Background: an optimization exercise with open tools, aiming at small area, a short achievable clock period and few clock cycles. Do not read the settings as production practice.
Only simulation tests tie the RTL to the original design; equivalence was not proved.
Power figures rest on the tool's default switching activity, not on a simulated workload.

Design sdrb, start of the top module:
module sdrb (
    input  wire        clk,
    input  wire        rst_n,
    input  wire        cmd_valid,
    output wire        cmd_ready,
    input  wire [31:0] cmd_word,
    input  wire [31:0] cmd_arg0,
    input  wire [31:0] cmd_arg1,
    output wire        rsp_valid,
    input  wire        rsp_ready,
    output wire [31:0] rsp_data,
    output wire        rsp_err
);
Size in the first run: ~14000 cells after synthesis, roughly 2200 flip-flops, roughly 140 I/O pins, roughly 140000 um2 of cells after synthesis.
export LEC_CHECK = 0
export CAP_MARGIN = 20
export CORE_MARGIN = 2
export CORE_UTILIZATION = 25
export SLEW_MARGIN = 20
create_clock -name core_clock -period 60.0 [get_ports {clk}]
standard.sh (not shown) runs the stock make flow with config.mk's settings and CLKGATE_MAP_FILE= SYNTH_SCRIPT=/design/flow/synth_recipe.tcl, a recipe that flattens the netlist after the stock synthesis.
==> flow/flow/run.sh <==
#!/bin/bash
# Layout flow: the standard flow (standard.sh) with these changes:
#  - ABC maps the logic with flow/abc_map.script (delay target 20 ns, with
#    area recovery) instead of ORFS's abc_speed.script; everything else in
#    synthesis is ORFS's (synth_recipe.tcl), so the registers are the same;
#  - the port buffers ORFS inserts at placement are sky130_fd_sc_hd__buf_2;
#  - clock tree synthesis uses larger sink clusters and no dummy loads.
# Runs in the work folder; the flow's full output goes to standard.log here.
set -o pipefail
rm -rf scripts
cp -r "$FLOW_HOME/scripts" scripts
cp flow/abc_map.script scripts/abc_speed.script
export SCRIPTS_DIR="$PWD/scripts"
export BUFFER_PORTS_ARGS="-buffer_cell sky130_fd_sc_hd__buf_2"
export CTS_ARGS="-sink_clustering_enable -repair_clock_nets -dont_use_dummy_load -sink_clustering_size 20 -sink_clustering_max_diameter 100"
bash standard.sh > standard.log 2>&1
==> flow/flow/abc_map.script <==
&get -n
&st
&synch2
&dch -f
&nf -D 20000
&st
&dch -f
&nf -D 20000
&put
buffer -c
topo
stime -c
upsize -c
dnsize -c
The first run went through all stages and came out clean.
Testbench counts at the start, summed over its fixed seeds: cycles 14,546.
Edit:
GPL_TIMING_DRIVEN = 0   (was unset)
What happened: Count of clock-buffer cells in the layout is higher by 3; setup slack is worse by 300 ps; die area does not change; via count is higher by 5.2%; final area is higher by 2.6%; total power is higher by 8.7%; clock skew is higher by 17 ps.
Edit:
--- a/flow/flow/run.sh
+++ b/flow/flow/run.sh
@@ -13,4 +13,4 @@
 export SCRIPTS_DIR="$PWD/scripts"
 export BUFFER_PORTS_ARGS="-buffer_cell sky130_fd_sc_hd__buf_2"
-export CTS_ARGS="-sink_clustering_enable -repair_clock_nets -dont_use_dummy_load -sink_clustering_size 20 -sink_clustering_max_diameter 100"
+export CTS_ARGS="-sink_clustering_enable -repair_clock_nets -dont_use_dummy_load -sink_clustering_size 12 -sink_clustering_max_diameter 60 -buf_list sky130_fd_sc_hd__clkbuf_8"
 bash standard.sh > standard.log 2>&1
GPL_TIMING_DRIVEN = unset   (was 0)
=> The changed run produced a clean layout. Via count falls by 4.5%. Synthesized area stays the same. Cell count falls by about 2.6%. Final area falls by 2.8%. Setup slack gains 300 ps. Wire length falls by about 10%. Non-clock buffer count falls by 620. Sequential cell count does not change. Sequential share of layout area rises by 1.1 points. Worst hold slack gains 9.6 ps. Global-route usage falls by 2.1 points.
Edit:
--- a/flow/flow/run.sh
+++ b/flow/flow/run.sh
@@ -13,4 +13,4 @@
 export SCRIPTS_DIR="$PWD/scripts"
 export BUFFER_PORTS_ARGS="-buffer_cell sky130_fd_sc_hd__buf_2"
-export CTS_ARGS="-sink_clustering_enable -repair_clock_nets -dont_use_dummy_load -sink_clustering_size 12 -sink_clustering_max_diameter 60 -buf_list sky130_fd_sc_hd__clkbuf_8"
+export CTS_ARGS="-sink_clustering_enable -repair_clock_nets -dont_use_dummy_load -sink_clustering_size 24 -sink_clustering_max_diameter 110"
 bash standard.sh > standard.log 2>&1
After rerunning: The new run went through all stages and came out clean; utilization is about the same; power is lower by about 0.5%; design area is about the same; first-iteration DRC count came out higher by about 5.5%; wire length shrinks by about 0.4%; setup slack barely changes; area after synthesis is unchanged.

==> port drivers added, routing unchanged <==
In the flow no input, the clock included, has a driving cell. The finished layouts below were timed again as built, in two steps. Step 1: set_driving_cell puts a clkbuf_16 on clk and a buf_2 on each other input, an assumption about the parent block. Step 2, shift: input delay + t, output delay - t, t = (earliest + latest rising clock arrival at the registers) / 2. This alone moves slack from input paths to output paths. a / b / c = ideal ports / drivers / drivers and shift; a / b = the first two.
run | t, ns | setup slack, ns | slew at the worst register clock pin (ns)
the first run | 0.910 | 35.604 / 35.580 / 35.580 | 0.10 / 0.10
the second run | 0.915 | 35.301 / 35.280 / 35.280 | 0.10 / 0.10
the third run | 1.078 | 35.603 / 35.579 / 35.579 | 0.10 / 0.10
the fourth run | 0.840 | 35.604 / 35.581 / 35.581 | 0.11 / 0.11
After both steps setup and hold are still met in every run listed.
